This is an optimization exercise on Yosys and OpenROAD, whose aim is small area, a short achievable clock period and few clock cycles per item, not a production implementation. The RTL was checked by simulation tests, not by an equivalence proof against the original design.

==> build 37 <==
==> flow/design.v <==
module v2c_coeff (
    input  wire [2:0] role,
    input  wire [2:0] range,
    output reg  [2:0] q,
    output reg  [7:0] k,
    output reg  [7:0] tb,
    output wire       d7
);
    reg [3:0] p;
    always @(*) begin
        case (role)
            3'd0: begin q = 3'd1; p = 4'd0; end                  
            3'd1: case (range)                                   
                3'd0:    begin q = 3'd7; p = 4'd7; end
                3'd1:    begin q = 3'd7; p = 4'd5; end
                3'd2:    begin q = 3'd6; p = 4'd4; end
                3'd3:    begin q = 3'd5; p = 4'd3; end
                3'd4:    begin q = 3'd4; p = 4'd2; end
                default: begin q = 3'd3; p = 4'd1; end
            endcase
            3'd2, 3'd3: case (range)                             
                3'd0:    begin q = 3'd6; p = 4'd8; end
                3'd1:    begin q = 3'd6; p = 4'd6; end
                3'd2:    begin q = 3'd5; p = 4'd5; end
                3'd3:    begin q = 3'd4; p = 4'd4; end
                3'd4:    begin q = 3'd3; p = 4'd3; end
                default: begin q = 3'd2; p = 4'd2; end
            endcase
            default: begin q = 3'd0; p = 4'd1; end               
        endcase
        k  = 8'd133 - {4'd0, p} - {4'd0, q, 1'b0};
        tb = 8'd150 - {4'd0, p};
    end
    assign d7 = (role == 3'd0) || (role == 3'd1);
endmodule
module v2c_cpa #(parameter W = 8) (
    input  wire [W-1:0] a,
    input  wire [W-1:0] b,
    input  wire         ci,
    output wire [W-1:0] s
);
    localparam NG = (W + 1) / 2;
    wire [2*NG-1:0] ae = {{(2*NG-W){1'b0}}, a};
    wire [2*NG-1:0] be = {{(2*NG-W){1'b0}}, b};
    wire [2*NG-1:0] p  = ae ^ be;
    wire [2*NG-1:0] g  = ae & be;
    wire [2*NG-1:0] se;
    wire [NG:0]     c;
    assign c[0] = ci;
    genvar i;
    generate for (i = 0; i < NG; i = i + 1) begin : grp
        wire cm = g[2*i] | (p[2*i] & c[i]);
        assign c[i+1]    = g[2*i+1] | (p[2*i+1] & g[2*i]) | (p[2*i+1] & p[2*i] & c[i]);
        assign se[2*i]   = p[2*i] ^ c[i];
        assign se[2*i+1] = p[2*i+1] ^ cm;
    end endgenerate
    assign s = se[W-1:0];
endmodule
module v2c_csa #(parameter W = 8) (
    input  wire [W-1:0] a,
    input  wire [W-1:0] b,
    input  wire [W-1:0] c,
    output wire [W-1:0] s,
    output wire [W-1:0] t       
);
    wire [W-1:0] mj = (a & b) | (a & c) | (b & c);
    assign s = a ^ b ^ c;
    assign t = {mj[W-2:0], 1'b0};
endmodule
module v2c_m4369 (
    input  wire [23:0] m,
    output wire [36:0] z
);
    wire [36:0] r0 = {13'b0, m};
    wire [36:0] r1 = {9'b0, m, 4'b0};
    wire [36:0] r2 = {5'b0, m, 8'b0};
    wire [36:0] r3 = {1'b0, m, 12'b0};
    wire [36:0] sa, ta, sb, tb;
    v2c_csa #(37) ca (.a(r0), .b(r1), .c(r2), .s(sa), .t(ta));
    v2c_csa #(37) cb (.a(sa), .b(ta), .c(r3), .s(sb), .t(tb));
    v2c_cpa #(37) ap (.a(sb), .b(tb), .ci(1'b0), .s(z));
endmodule
module v2c_unpack #(parameter UMAX = 21) (
    input  wire [31:0] f,
    input  wire [7:0]  kb,
    input  wire [7:0]  tb,
    output wire [23:0] m,
    output wire        sat,
    output wire        zero,
    output wire [4:0]  u,
    output wire        sticky,
    output wire        bad
);
    wire [7:0] ex  = f[30:23];
    wire       nz  = |ex;
    wire [7:0] exe = nz ? ex : 8'd1;
    assign m   = {nz, f[22:0]};
    assign bad = &ex;
    wire [8:0] us = {1'b0, kb} - {1'b0, exe};
    assign sat  = us[8];
    assign zero = !us[8] && (us[7:0] > UMAX);
    assign u    = us[4:0];
    wire [8:0]  ts = {1'b0, tb} - {1'b0, exe};
    wire [24:0] suf;
    assign suf[0] = 1'b0;
    genvar i;
    generate for (i = 1; i <= 24; i = i + 1) begin : sf
        assign suf[i] = suf[i-1] | m[i-1];
    end endgenerate
    wire [4:0] tc = ts[8] ? 5'd0 : ((ts[7:0] > 8'd24) ? 5'd24 : ts[4:0]);
    assign sticky = suf[tc];
endmodule
module v2c_div7 #(parameter W = 20) (
    input  wire [W-1:0] n,
    output wire [W-1:0] quo
);
    wire [2:0] r [0:W];
    assign r[W] = 3'd0;
    genvar i;
    generate for (i = W - 1; i >= 0; i = i - 1) begin : st
        wire r2 = r[i+1][2], r1 = r[i+1][1], r0 = r[i+1][0], b = n[i];
        assign quo[i]  = r2 | (r1 & r0 & b);
        assign r[i][2] = r2 ? (r1 | (r0 & b)) : (r1 & !(r0 & b));
        assign r[i][1] = r2 ? (r0 ^ b)       : (r0 & !(r1 & b));
        assign r[i][0] = r2 ? !b             : (b & !(r1 & r0));
    end endgenerate
endmodule
module v2c_div3 #(parameter W = 20) (
    input  wire [W-1:0] n,
    output wire [W-1:0] quo
);
    wire [1:0] r [0:W];
    assign r[W] = 2'd0;
    genvar i;
    generate for (i = W - 1; i >= 0; i = i - 1) begin : st
        wire r1 = r[i+1][1], r0 = r[i+1][0], b = n[i];
        assign quo[i]  = r1 | (r0 & b);
        assign r[i][1] = (r0 & !b) | (r1 & b);
        assign r[i][0] = (!r1 & !r0 & b) | (r1 & !b);
    end endgenerate
endmodule
module smu_dac_conv (
    input  wire        clk,
    input  wire        rst,         
    input  wire        in_valid,
    output wire        in_ready,
    input  wire [3:0]  in_role,     
    input  wire [7:0]  in_range,    
    input  wire [31:0] in_x,        
    input  wire [31:0] in_cllv,     
    input  wire [31:0] in_clhv,     
    output wire        out_valid,
    input  wire        out_ready,
    output wire [15:0] out_code,
    output wire        out_err      
);
    localparam [2:0] CLLI = 3'd2, CLHI = 3'd3, CLLV = 3'd4, CLHV = 3'd5;
    localparam [20:0] CLLI_Z = -21'sd10923;
    localparam [20:0] CLHI_Z = 21'sd10922;
    localparam [20:0] ZNEG = -21'sd524288;
    localparam [20:0] ZPOS = 21'sd524287;
    reg  [4:0] ct;
    reg        rdy_r;
    wire       acc  = in_valid && rdy_r;
    wire       take;
    always @(posedge clk) begin
        if (rst) begin
            ct    <= 5'd0;
            rdy_r <= 1'b1;
        end else if (acc && !take) begin
            ct    <= {ct[3:0], 1'b1};
            rdy_r <= !ct[3];
        end else if (take && !acc) begin
            ct    <= {1'b0, ct[4:1]};
            rdy_r <= 1'b1;
        end
    end
    assign in_ready = rdy_r;
    reg        v0;
    reg [2:0]  role0, range0;
    reg        ok0;
    reg [31:0] x0, c0;
    always @(posedge clk) begin
        v0     <= acc && !rst;
        role0  <= in_role[2:0];
        range0 <= in_range[2:0];
        ok0    <= (in_role < 4'd6) && (in_range < 8'd6);
        x0     <= in_x;
        c0     <= (in_role[2:0] == CLLV) ? in_clhv : in_cllv;
    end
    wire [2:0] q;
    wire [7:0] k, tb;
    wire       d7;
    v2c_coeff u_coeff (.role(role0), .range(range0), .q(q), .k(k), .tb(tb), .d7(d7));
    wire [23:0] mx;
    wire [4:0]  ux;
    wire        satx, zerox, stkx, badx;
    v2c_unpack #(.UMAX(21)) u_upx (.f(x0), .kb(k), .tb(tb), .m(mx), .sat(satx),
                                   .zero(zerox), .u(ux), .sticky(stkx), .bad(badx));
    wire [36:0] zx;
    v2c_m4369 u_zx (.m(mx), .z(zx));
    reg  [43:0] ra, rb, rc;
    always @(*) begin
        case (q[1:0])
            2'd0:    begin ra = {1'b0, zx, 6'b0}; rb = 44'd0;              rc = 44'd0;            end
            2'd1:    begin ra = {1'b0, zx, 6'b0}; rb = {3'b0, zx, 4'b0};   rc = 44'd0;            end
            2'd2:    begin ra = {1'b0, zx, 6'b0}; rb = {2'b0, zx, 5'b0};   rc = {5'b0, zx, 2'b0}; end
            default: begin ra = {zx, 7'b0};       rb = ~{5'b0, zx, 2'b0};  rc = {7'b0, zx};       end
        endcase
    end
    wire [43:0] sw, tw, w;
    v2c_csa #(44) u_cw (.a(ra), .b(rb), .c(rc), .s(sw), .t(tw));
    v2c_cpa #(44) u_aw (.a(sw), .b(tw), .ci(q[1:0] == 2'd3), .s(w));
    wire [23:0] mc;
    wire [4:0]  uc;
    wire        satc, zeroc, stkc, badc;
    v2c_unpack #(.UMAX(17)) u_upc (.f(c0), .kb(8'd130), .tb(8'd149), .m(mc), .sat(satc),
                                   .zero(zeroc), .u(uc), .sticky(stkc), .bad(badc));
    wire [36:0] zc;
    v2c_m4369 u_zc (.m(mc), .z(zc));
    wire [17:0] nsc  = zeroc ? 18'd0 : (zc[36:19] >> uc);
    wire        ovfc = satc || nsc[17];
    wire        sgnc = c0[31];
    wire [20:0] bc   = (role0 == CLLV) ? -21'sd4369 : 21'sd4369;
    wire [20:0] ac   = sgnc ? ~{4'b0, nsc[16:0]} : {4'b0, nsc[16:0]};
    wire [20:0] tcs;
    v2c_cpa #(21) u_anc (.a(bc), .b(ac), .ci(sgnc && !stkc), .s(tcs));
    wire [20:0] tc   = ovfc ? (sgnc ? ZNEG : ZPOS) : tcs;
    wire [20:0] zb   = role0[2] ? tc : (role0[0] ? CLHI_Z : CLLI_Z);
    reg        va;
    reg        d7a, q2a, sgna, sata, zeroa, stka, erra, lowa, uppa;
    reg [4:0]  ua;
    reg [43:0] wa;
    reg [20:0] zba;
    always @(posedge clk) begin
        va    <= v0 && !rst;
        d7a   <= d7;
        q2a   <= q[2];
        erra  <= !ok0 || badx || (role0[2] && badc);
        lowa  <= (role0 == CLLI) || (role0 == CLLV);
        uppa  <= (role0 == CLHI) || (role0 == CLHV);
        sgna  <= x0[31];
        sata  <= satx;
        zeroa <= zerox;
        stka  <= stkx;
        ua    <= ux;
        wa    <= w;
        zba   <= zb;
    end
    wire [52:0] p0 = {wa, 9'b0};
    wire [52:0] p1 = {2'b0, wa, 7'b0};
    wire [52:0] p2 = ~{5'b0, wa, 4'b0};
    wire [52:0] p3 = {9'b0, wa};
    wire [52:0] s5a, t5a, s5b, t5b, p625;
    v2c_csa #(53) u_c5a (.a(p0), .b(p1), .c(p2), .s(s5a), .t(t5a));
    v2c_csa #(53) u_c5b (.a(s5a), .b(t5a), .c(p3), .s(s5b), .t(t5b));
    v2c_cpa #(53) u_a5 (.a(s5b), .b(t5b), .ci(1'b1), .s(p625));
    wire [21:0] ph  = q2a ? p625[52:31] : {1'b0, wa[43:23]};
    wire [21:0] nsh = zeroa ? 22'd0 : (ph >> ua);
    wire        ovf = sata || (|nsh[21:19]);
    wire [18:0] nab = nsh[18:0];
    wire [20:0] axn = sgna ? ~{2'b0, nab} : {2'b0, nab};
    wire [20:0] txs = axn + {20'd0, sgna && !stka};
    wire [20:0] tx  = ovf ? (sgna ? ZNEG : ZPOS) : txs;
    wire [20:0] wba   = sgna ? ~zba : zba;
    wire        gt    = wba[20] || (nab > wba[18:0]);
    wire        below = ovf ? sgna : (sgna ? gt : !gt);
    wire        selb  = (lowa && !below) || (uppa && below);
    reg        vb;
    reg        d7b, errb;
    reg [20:0] zsb;
    reg [2:0]  bt;                      
    wire       bhold = vb && bt[2];
    always @(posedge clk) begin
        if (rst) begin
            vb   <= 1'b0;
        end else if (!bhold) begin
            vb   <= va;
            d7b  <= d7a;
            errb <= erra;
            zsb  <= selb ? zba : tx;
        end
    end
    wire [5:0]  nbh = zsb[20:15] + (d7b ? 6'd7 : 6'd3);
    wire [20:0] nsb = {nbh, zsb[14:0]};
    wire [18:0] q7;
    wire [17:0] q3;
    v2c_div7 #(.W(19)) u_d7 (.n(nsb[18:0]), .quo(q7));
    v2c_div3 #(.W(18)) u_d3 (.n(nsb[17:0]), .quo(q3));
    wire        sat7  = nsb[19] || (|q7[18:16]);
    wire        sat3  = (|nsb[19:18]) || (|q3[17:16]);
    wire [15:0] quo   = d7b ? q7[15:0] : q3[15:0];
    wire        satq  = d7b ? sat7 : sat3;
    wire [15:0] code  = nsb[20] ? 16'd0 : (satq ? 16'hFFFF : quo);
    wire [16:0] res   = errb ? 17'h10000 : {1'b0, code};
    reg        ov;
    reg [16:0] ob;                      
    reg [16:0] bm [0:2];
    reg [1:0]  bwr, brd;
    assign take = ov && out_ready;
    wire       vo    = vb && !bt[2];
    wire       ofree = !ov || out_ready;
    wire       bne   = bt[0];
    wire [2:0] bt_f  = (bne && !vo) ? {1'b0, bt[2:1]} : bt;     
    wire [2:0] bt_h  = vo ? {bt[1:0], 1'b1} : bt;               
    wire [1:0] brd_1 = (brd == 2'd2) ? 2'd0 : brd + 2'd1;
    wire [1:0] bwr_1 = (bwr == 2'd2) ? 2'd0 : bwr + 2'd1;
    wire [1:0] brd_f = bne ? brd_1 : brd;
    wire [1:0] bwr_f = (vo && bne) ? bwr_1 : bwr;
    wire [1:0] bwr_h = vo ? bwr_1 : bwr;
    wire [16:0] onext = bne ? bm[brd] : res;
    always @(posedge clk) begin
        if (rst) begin
            ov   <= 1'b0;
            bwr  <= 2'd0;
            brd  <= 2'd0;
            bt   <= 3'd0;
        end else begin
            if (ofree) begin
                ov   <= bne || vo;
                ob   <= onext;
                bt   <= bt_f;
                brd  <= brd_f;
                bwr  <= bwr_f;
            end else begin
                bt   <= bt_h;
                bwr  <= bwr_h;
            end
            if (vo) bm[bwr] <= res;
        end
    end
    assign out_valid = ov;
    assign out_code  = ob[15:0];
    assign out_err   = ob[16];
endmodule
==> flow/flow/run.sh <==
#!/bin/bash
# The standard layout, with plain buffers (sky130_fd_sc_hd__buf_1) on the ports
# instead of the delay buffers buffer_ports picks by default.
set -euo pipefail
bash standard.sh "BUFFER_PORTS_ARGS=-buffer_cell sky130_fd_sc_hd__buf_1" finish > standard.log 2>&1
==> flow/standard.sh <==
#!/bin/bash
# synth_recipe.tcl (not shown) runs the flow's synth.tcl, then flattens the netlist and writes it again
# the make line also repeats each setting of config.mk as NAME=value (left out here)
make -C /OpenROAD-flow-scripts/flow DESIGN_CONFIG=/design/flow/config.mk WORK_HOME=/design/flow/orfs CLKGATE_MAP_FILE= SYNTH_SCRIPT=/design/flow/synth_recipe.tcl "${@:-finish}"
==> flow/config.mk <==
export PLATFORM = sky130hd
export DESIGN_NAME = smu_dac_conv
export DESIGN_NICKNAME = smu_dac_conv
export VERILOG_FILES = /design/flow/design.v
export SDC_FILE = /design/flow/constraint.sdc
export NUM_CORES = 4
export LEC_CHECK = 0
export ABC_AREA = 1
export CAP_MARGIN = 50
export CORE_MARGIN = 2
export CORE_UTILIZATION = 60
export CTS_BUF_LIST = sky130_fd_sc_hd__clkbuf_16
export CTS_CLUSTER_DIAMETER = 200
export CTS_CLUSTER_SIZE = 25
export SLEW_MARGIN = 70
==> flow/constraint.sdc <==
create_clock -name core_clock -period 40.0 [get_ports {clk}]
set_input_delay 8.0000 -clock core_clock [delete_from_list [all_inputs] [get_ports {clk}]]
set_output_delay 8.0000 -clock core_clock [all_outputs]
set_load 0.01 [all_outputs]
==> inputs of build 55, as changes to build 37 <==
==> flow/design.v, changed modules only <==
module smu_dac_conv (
    input  wire        clk,
    input  wire        rst,         
    input  wire        in_valid,
    output wire        in_ready,
    input  wire [3:0]  in_role,     
    input  wire [7:0]  in_range,    
    input  wire [31:0] in_x,        
    input  wire [31:0] in_cllv,     
    input  wire [31:0] in_clhv,     
    output wire        out_valid,
    input  wire        out_ready,
    output wire [15:0] out_code,
    output wire        out_err      
);
    localparam [2:0] CLLI = 3'd2, CLHI = 3'd3, CLLV = 3'd4, CLHV = 3'd5;
    localparam [20:0] CLLI_Z = -21'sd10923;
    localparam [20:0] CLHI_Z = 21'sd10922;
    localparam [20:0] ZNEG = -21'sd524288;
    localparam [20:0] ZPOS = 21'sd524287;
    reg  [4:0] ct;
    reg        rdy_r;
    wire       acc  = in_valid && rdy_r;
    wire       take;
    always @(posedge clk) begin
        if (rst) begin
            ct    <= 5'd0;
            rdy_r <= 1'b1;
        end else if (acc && !take) begin
            ct    <= {ct[3:0], 1'b1};
            rdy_r <= !ct[3];
        end else if (take && !acc) begin
            ct    <= {1'b0, ct[4:1]};
            rdy_r <= 1'b1;
        end
    end
    assign in_ready = rdy_r;
    reg        v0;
    reg [2:0]  role0, range0;
    reg        ok0;
    reg [31:0] x0, c0;
    always @(posedge clk) begin
        v0     <= acc && !rst;
        role0  <= in_role[2:0];
        range0 <= in_range[2:0];
        ok0    <= (in_role < 4'd6) && (in_range < 8'd6);
        x0     <= in_x;
        c0     <= (in_role[2:0] == CLLV) ? in_clhv : in_cllv;
    end
    wire [2:0] q;
    wire [7:0] k, tb;
    wire       d7;
    v2c_coeff u_coeff (.role(role0), .range(range0), .q(q), .k(k), .tb(tb), .d7(d7));
    wire [23:0] mx;
    wire [4:0]  ux;
    wire        satx, zerox, stkx, badx;
    v2c_unpack #(.UMAX(21)) u_upx (.f(x0), .kb(k), .tb(tb), .m(mx), .sat(satx),
                                   .zero(zerox), .u(ux), .sticky(stkx), .bad(badx));
    wire [36:0] zx;
    v2c_m4369 u_zx (.m(mx), .z(zx));
    reg  [43:0] ra, rb, rc;
    always @(*) begin
        case (q[1:0])
            2'd0:    begin ra = {1'b0, zx, 6'b0}; rb = 44'd0;              rc = 44'd0;            end
            2'd1:    begin ra = {1'b0, zx, 6'b0}; rb = {3'b0, zx, 4'b0};   rc = 44'd0;            end
            2'd2:    begin ra = {1'b0, zx, 6'b0}; rb = {2'b0, zx, 5'b0};   rc = {5'b0, zx, 2'b0}; end
            default: begin ra = {zx, 7'b0};       rb = ~{5'b0, zx, 2'b0};  rc = {7'b0, zx};       end
        endcase
    end
    wire [43:0] sw, tw, w;
    v2c_csa #(44) u_cw (.a(ra), .b(rb), .c(rc), .s(sw), .t(tw));
    v2c_cpa #(44) u_aw (.a(sw), .b(tw), .ci(q[1:0] == 2'd3), .s(w));
    wire [23:0] mc;
    wire [4:0]  uc;
    wire        satc, zeroc, stkc, badc;
    v2c_unpack #(.UMAX(17)) u_upc (.f(c0), .kb(8'd130), .tb(8'd149), .m(mc), .sat(satc),
                                   .zero(zeroc), .u(uc), .sticky(stkc), .bad(badc));
    wire [36:0] zc;
    v2c_m4369 u_zc (.m(mc), .z(zc));
    wire [17:0] nsc  = zeroc ? 18'd0 : (zc[36:19] >> uc);
    wire        ovfc = satc || nsc[17];
    wire        sgnc = c0[31];
    wire [20:0] bc   = (role0 == CLLV) ? -21'sd4369 : 21'sd4369;
    wire [20:0] ac   = sgnc ? ~{4'b0, nsc[16:0]} : {4'b0, nsc[16:0]};
    wire [20:0] tcs;
    v2c_cpa #(21) u_anc (.a(bc), .b(ac), .ci(sgnc && !stkc), .s(tcs));
    wire [20:0] tc   = ovfc ? (sgnc ? ZNEG : ZPOS) : tcs;
    wire [20:0] zb   = role0[2] ? tc : (role0[0] ? CLHI_Z : CLLI_Z);
    wire [20:0] wb   = x0[31] ? ~zb : zb;
    reg        va;
    reg        d7a, q2a, sgna, sata, zeroa, stka, erra, lowa, uppa;
    reg [4:0]  ua;
    reg [43:0] wa;
    reg [20:0] wba;
    always @(posedge clk) begin
        va    <= v0 && !rst;
        d7a   <= d7;
        q2a   <= q[2];
        erra  <= !ok0 || badx || (role0[2] && badc);
        lowa  <= (role0 == CLLI) || (role0 == CLLV);
        uppa  <= (role0 == CLHI) || (role0 == CLHV);
        sgna  <= x0[31];
        sata  <= satx;
        zeroa <= zerox;
        stka  <= stkx;
        ua    <= ux;
        wa    <= w;
        wba   <= wb;
    end
    wire [52:0] p0 = {wa, 9'b0};
    wire [52:0] p1 = {2'b0, wa, 7'b0};
    wire [52:0] p2 = ~{5'b0, wa, 4'b0};
    wire [52:0] p3 = {9'b0, wa};
    wire [52:0] s5a, t5a, s5b, t5b, p625;
    v2c_csa #(53) u_c5a (.a(p0), .b(p1), .c(p2), .s(s5a), .t(t5a));
    v2c_csa #(53) u_c5b (.a(s5a), .b(t5a), .c(p3), .s(s5b), .t(t5b));
    v2c_cpa #(53) u_a5 (.a(s5b), .b(t5b), .ci(1'b1), .s(p625));
    wire [21:0] ph  = q2a ? p625[52:31] : {1'b0, wa[43:23]};
    wire [21:0] nsh = zeroa ? 22'd0 : (ph >> ua);
    wire        ovf = sata || (|nsh[21:19]);
    wire [18:0] nab = nsh[18:0];
    wire [20:0] axn = sgna ? ~{2'b0, nab} : {2'b0, nab};
    wire [20:0] txs = axn + {20'd0, sgna && !stka};
    wire [20:0] tx  = ovf ? (sgna ? ZNEG : ZPOS) : txs;
    wire [20:0] zbb   = sgna ? ~wba : wba;
    wire        gt    = wba[20] || (nab > wba[18:0]);
    wire        below = ovf ? sgna : (sgna ? gt : !gt);
    wire        selb  = (lowa && !below) || (uppa && below);
    reg        vb;
    reg        d7b, errb;
    reg [20:0] zsb;
    always @(posedge clk) begin
        vb   <= va && !rst;
        d7b  <= d7a;
        errb <= erra;
        zsb  <= selb ? zbb : tx;
    end
    wire [5:0]  nbh = zsb[20:15] + (d7b ? 6'd7 : 6'd3);
    wire [20:0] nsb = {nbh, zsb[14:0]};
    wire [19:0] q7, q3;
    v2c_div7 #(.W(20)) u_d7 (.n(nsb[19:0]), .quo(q7));
    v2c_div3 #(.W(20)) u_d3 (.n(nsb[19:0]), .quo(q3));
    wire [19:0] quo   = d7b ? q7 : q3;
    wire [15:0] code  = nsb[20] ? 16'd0 : ((|quo[19:16]) ? 16'hFFFF : quo[15:0]);
    wire [16:0] res   = errb ? 17'h10000 : {1'b0, code};
    reg        ov;
    reg [16:0] ob;                      
    reg [16:0] bm [0:3];
    reg [1:0]  bwr, brd;
    reg [3:0]  bt;
    assign take = ov && out_ready;
    wire       ofree = !ov || out_ready;
    wire       bne   = bt[0];
    wire [3:0] bt_f  = (bne && !vb) ? {1'b0, bt[3:1]} : bt;     
    wire [3:0] bt_h  = vb ? {bt[2:0], 1'b1} : bt;               
    wire [1:0] brd_f  = bne ? brd + 2'd1 : brd;
    wire [1:0] bwr_f  = (vb && bne) ? bwr + 2'd1 : bwr;
    wire [1:0] bwr_h  = vb ? bwr + 2'd1 : bwr;
    wire [16:0] onext = bne ? bm[brd] : res;
    always @(posedge clk) begin
        if (rst) begin
            ov   <= 1'b0;
            bwr  <= 2'd0;
            brd  <= 2'd0;
            bt   <= 4'd0;
        end else begin
            if (ofree) begin
                ov   <= bne || vb;
                ob   <= onext;
                bt   <= bt_f;
                brd  <= brd_f;
                bwr  <= bwr_f;
            end else begin
                bt   <= bt_h;
                bwr  <= bwr_h;
            end
            if (vb) bm[bwr] <= res;
        end
    end
    assign out_valid = ov;
    assign out_code  = ob[15:0];
    assign out_err   = ob[16];
endmodule
CAP_MARGIN = 20   (was 50)
CORE_UTILIZATION = 40   (was 60)
CTS_BUF_LIST = sky130_fd_sc_hd__clkbuf_4 sky130_fd_sc_hd__clkbuf_8   (was sky130_fd_sc_hd__clkbuf_16)
CTS_CLUSTER_DIAMETER = unset   (was 200)
CTS_CLUSTER_SIZE = unset   (was 25)
SLEW_MARGIN = 20   (was 70)
==> summary of the runs <==
Of build 37 and build 55, build 55 has the higher wire length (gap about 3.7%, measured against build 55). Between build 55 and build 37, the lower first-iteration DRC count is in build 37 (gap about 14%, measured against build 37). Against build 55, the non-clock buffer count of build 37 is higher by 3. In build 55 the final area is larger than in build 37, by about 6.5%. Clock skew: build 37 is higher than build 55 (0.0088 ns). Of build 55 and build 37, build 37 has the higher worst hold slack (gap 0.065 ns). Of build 55 and build 37, build 37 has the higher sequential share of layout area (gap 0.43 points).
Testbench counts of build 37, summed over its fixed seeds: cycles 4,832, items 4,800.
Testbench counts of build 55, summed over its fixed seeds: cycles 4,832, items 4,800.

re-timing with driven ports:
The results above use ideal ports. As a check the final layouts listed here were re-extracted and re-timed, cells and wires unchanged. Step 1 assumes that a clkbuf_16 drives the clock port and a buf_2 every other input. Step 2, shift: input delay + t, output delay - t, t = (earliest + latest rising clock arrival at the registers) / 2. This alone moves slack from input paths to output paths. Slacks: no drivers / after step 1 / after step 2; pairs: no drivers / after step 1.
| run | t, ns | setup slack, ns | hold slack, ns | cell pins on the clock port's net |
|---|---|---|---|---|
| build 37 | 0.556 | 30.960 / 30.902 / 30.750 | 0.390 / 0.390 / 0.390 | 1 |
| build 55 | 0.682 | 30.498 / 30.498 / 30.498 | 0.325 / 0.325 / 0.325 | 1 |
After both steps every run listed still meets setup and hold. For build 37, which loses most, drivers alone change the setup slack by -0.058 ns; drivers and shift together by -0.210 ns.
